From an optimization exercise on the open Yosys and OpenROAD flow, aimed at small area, a short achievable clock period and few clock cycles; shortcuts taken in it are not production practice. The RTL was checked by simulation tests, not by an equivalence proof against the original design. No activity file was given, so power comes from the tool's default toggle rates.

==> flow/design.v (excerpt) <==
module sdseq (
    input             clk,
    input             rst,           
    input             op_valid,
    output            op_ready,
    input      [7:0]  op_code,
    input      [63:0] op_arg,
    output reg        rsp_valid,
    output reg [3:0]  rsp_err,
    output     [63:0] rsp_data,
    output reg        cmd_valid,
    output     [24:0] cmd_word,
    input             eng_done,
    output     [14:0] sdcr1,
    output     [14:0] sdcr2,
    output     [27:0] sdtr1,
    output     [27:0] sdtr2,
    output     [24:5] sdcmr,
    output     [13:1] sdrtr,
    output reg        busy,            
    output reg        clk_gate,
    output reg        handle_valid,
    output reg        handle_bank,
    output reg [2:0]  phase1,
    output reg [2:0]  phase2,
    output reg [1:0]  delay_ok,
    output reg        refresh_programmed,
    output     [1:0]  ready
);
Size: about 2400 cells after synthesis, about 310 I/O pins.
==> flow/config.mk <==
export PLATFORM = sky130hd
export DESIGN_NAME = sdseq
export DESIGN_NICKNAME = sdseq
export VERILOG_FILES = /design/flow/design.v
export SDC_FILE = /design/flow/constraint.sdc
export NUM_CORES = 4
export LEC_CHECK = 0
export ABC_AREA = 1
export CAP_MARGIN = 20
export CORE_MARGIN = 2
export CORE_UTILIZATION = 40
export SETUP_SLACK_MARGIN = 5
export SLEW_MARGIN = 20
==> flow/constraint.sdc <==
create_clock -name core_clock -period 10.0 [get_ports {clk}]
set_input_delay 2.0000 -clock core_clock [delete_from_list [all_inputs] [get_ports {clk}]]
set_output_delay 2.0000 -clock core_clock [all_outputs]
set_load 0.01 [all_outputs]
standard.sh (not shown) runs the stock make flow with config.mk's settings and CLKGATE_MAP_FILE= SYNTH_SCRIPT=/design/flow/synth_recipe.tcl, a recipe that flattens the netlist after the stock synthesis.
==> flow/flow/run.sh <==
#!/bin/bash
set -euo pipefail
bash standard.sh "BUFFER_PORTS_ARGS=-buffer_cell sky130_fd_sc_hd__buf_1" SETUP_SLACK_MARGIN=6.25 finish > standard_flow.log 2>&1
Testbench counts at the start, summed over its fixed seeds: cycles 14,549.
Edit:
==> flow/flow/run.sh (replaced) <==
#!/bin/bash
# The standard layout (standard.sh), with the ports buffered by the
# smallest buffer cell (sky130_fd_sc_hd__buf_1) instead of the default delay
# buffer; the resizer still upsizes any that timing or slew needs.
set -euo pipefail
bash standard.sh "BUFFER_PORTS_ARGS=-buffer_cell sky130_fd_sc_hd__buf_1" finish > standard_flow.log 2>&1
- ABC_AREA: 1 -> unset
After rerunning:
- synthesized cell count went down by 19%
- fmax went down by 23%
- synthesized area went down by 3.2%
- routed wire length went down by 6.5%
- die area went down by 3.2%
Edit:
==> flow/flow/run.sh (replaced) <==
#!/bin/bash
set -euo pipefail
bash standard.sh "BUFFER_PORTS_ARGS=-buffer_cell sky130_fd_sc_hd__buf_1" SETUP_SLACK_MARGIN=6.5 finish > standard_flow.log 2>&1
- ABC_AREA: unset -> 1
Result: The new run produced a clean layout; clock skew is higher by 15 ps; non-clock buffer count is higher by 148; wire length is higher by 16%; power is higher by 1.6%; setup slack gains 1300 ps; utilization is higher by 6.3 points; count of clock-buffer cells in the layout is lower by 4; die area is higher by 3.3%.
Edit:
==> flow/flow/run.sh (replaced) <==
#!/bin/bash
set -euo pipefail
bash standard.sh "BUFFER_PORTS_ARGS=-buffer_cell sky130_fd_sc_hd__buf_1" SETUP_SLACK_MARGIN=5.75 finish > standard_flow.log 2>&1
- ABC_AREA: 1 -> unset
=> Wire length is lower by a little under a tenth; design area is lower by roughly a tenth; worst hold slack is about the same; area after synthesis is lower by a few percent; fmax is lower by about a fifth.

---

== v2 ==
Starting RTL as in the previous note.
export LEC_CHECK = 0
export ABC_AREA = 1
export CAP_MARGIN = 20
export CORE_MARGIN = 2
export CORE_UTILIZATION = 40
export SETUP_SLACK_MARGIN = 5
export SLEW_MARGIN = 20
create_clock -name core_clock -period 10.0 [get_ports {clk}]
==> flow/flow/run.sh <==
#!/bin/bash
set -euo pipefail
bash standard.sh "BUFFER_PORTS_ARGS=-buffer_cell sky130_fd_sc_hd__buf_1" SETUP_SLACK_MARGIN=6 finish > standard_flow.log 2>&1
v2 did not stop at any stage, and its layout met the timing, DRC and antenna checks.
Testbench counts of v2, summed over its fixed seeds: cycles 14,549.
The following lists how v28 was set up differently from v2:
==> flow/flow/run.sh <==
#!/bin/bash
# The standard layout (standard.sh), with the ports buffered by the
# smallest buffer cell (sky130_fd_sc_hd__buf_1) instead of the default delay
# buffer; the resizer still upsizes any that timing or slew needs.
set -euo pipefail
bash standard.sh "BUFFER_PORTS_ARGS=-buffer_cell sky130_fd_sc_hd__buf_1" finish > standard_flow.log 2>&1
Results
Of the two values seen for capturing element of the worst setup path, div_rem[1]$_DFFE_PP_ was produced by v28 and ready[1] by v2. sequential cells as the top power group was reported by v28, and clock by v2. From v2 to v28, die area did not move at all. Sort v28 and v2 by amount of wire on met2 after detailed routing, descending, and v2 comes first. Relative to v2, the routed wire length per instance measured on v28 has decreased slightly. Per the comparison of v28 with v2, final design area excluding fillers decreased by 2.5% relative to the old numbers, first-pass GRT wire length shows a reduction of 3.3%, wire length decreased by about 3% relative to the old numbers.
Modified inputs, v21 compared to v28
==> flow/flow/run.sh <==
#!/bin/bash
set -euo pipefail
bash standard.sh "BUFFER_PORTS_ARGS=-buffer_cell sky130_fd_sc_hd__buf_1" SETUP_SLACK_MARGIN=5.75 finish > standard_flow.log 2>&1
Notes after the runs:
Diff v28 -> v21: clock network fraction of total power went up by 1.4 points, routed wire length on met2 went up by about 6%, switching power total went up by 23 µW, clock power went up by about 7%.
Sort v28 and v21 by first-pass GRT wire length desc -> top: v21
Final wirelength, v21 vs v28: up slightly
Per the comparison of v21 with v28, number of buffers other than clock buffers in the final layout rose about 7%, layout buffering overhead excluding clock cells higher.
Inputs modified between v21 and v16:
- ABC_AREA: 1 -> unset
==> flow/flow/run.sh <==
#!/bin/bash
set -euo pipefail
bash standard.sh "BUFFER_PORTS_ARGS=-buffer_cell sky130_fd_sc_hd__buf_1" SETUP_SLACK_MARGIN=5.5 finish > standard_flow.log 2>&1
## What came out
- v16 completed; timing, DRC and antenna clean
- Delta (v16 minus v21): total power draw +5.6%, fraction of power consumed by combinational cells +4.4 points, arithmetic-cell share of the synthesized area counting full adders, half adders and majority gates +0.54 points, part of the total power dissipated in the clock network -2.7 points, reg2reg setup slack -0.29 ns.
- Comparing v21 and v16, the lower initial core utilization is on v16.
- Delta (v16 minus v21): number of gates resized after CTS now sits higher; area enclosed by the die boundary now sits lower.
Setup changes, v16 to v49
==> flow/flow/run.sh <==
#!/bin/bash
set -euo pipefail
bash standard.sh "BUFFER_PORTS_ARGS=-buffer_cell sky130_fd_sc_hd__buf_1" SETUP_SLACK_MARGIN=6.5 finish > standard_flow.log 2>&1
### Flow results
Diff v16 -> v49 | logic depth of the worst register-to-register path | increase of 2
Between v49 and v16, it is v49 whose setup slack after layout is higher, by 0.40 ns.
Maximum clock frequency sits higher in v49 than in v16.
v49: minimum setup slack after placement is 0.10 ns higher than what v16 reported.
In the tables for v16 and v49, wire length of the first global-routing pass reads higher with v49.
In v49, number of global-route vias before repair is higher than in v16.
Buffering stage count on the worst path with inverters included: v49 vs v16 up 1
Summary of the comparison: post-layout minimum cycle time is lower in v49, relative to v16.

port drivers added, routing unchanged:
The results above use ideal ports. As a check the final layouts listed here were re-extracted and re-timed, cells and wires unchanged. Step 1, drivers: a clkbuf_16 drives clk and a buf_2 each remaining input, both assumed. Step 2, shift: input delay + t, output delay - t, t = (earliest + latest rising clock arrival at the registers) / 2. This alone moves slack from input paths to output paths. a / b / c = ideal ports / drivers / drivers and shift; a / b = the first two.
run | shift t [ns] | setup WS [ns] | worst setup path after step 2 | slew at the worst register clock pin (ns)
the first run of note 1 | 0.619 | 6.287 / 6.273 / 5.703 | input to register | 0.07 / 0.07
the second run of note 1 | 0.613 | 5.206 / 5.148 / 4.663 | input to register | 0.07 / 0.07
the third run of note 1 | 0.629 | 6.463 / 6.481 / 5.863 | input to register | 0.08 / 0.08
the fourth run of note 1 | 0.633 | 5.791 / 5.791 / 5.216 | input to register | 0.07 / 0.07
v2 | 0.631 | 6.082 / 6.022 / 5.545 | input to register | 0.07 / 0.07
v28 | 0.616 | 5.310 / 5.310 / 4.984 | input to register | 0.07 / 0.07
v21 | 0.628 | 5.953 / 5.986 / 5.362 | input to register | 0.07 / 0.07
v16 | 0.637 | 5.626 / 5.661 / 5.024 | input to register | 0.07 / 0.07
v49 | 0.645 | 6.031 / 6.037 / 5.393 | input to register | 0.07 / 0.07
After both steps every run listed still meets setup and hold. For v49, which loses most, drivers alone change the setup slack by +0.006 ns; drivers and shift together by -0.638 ns.
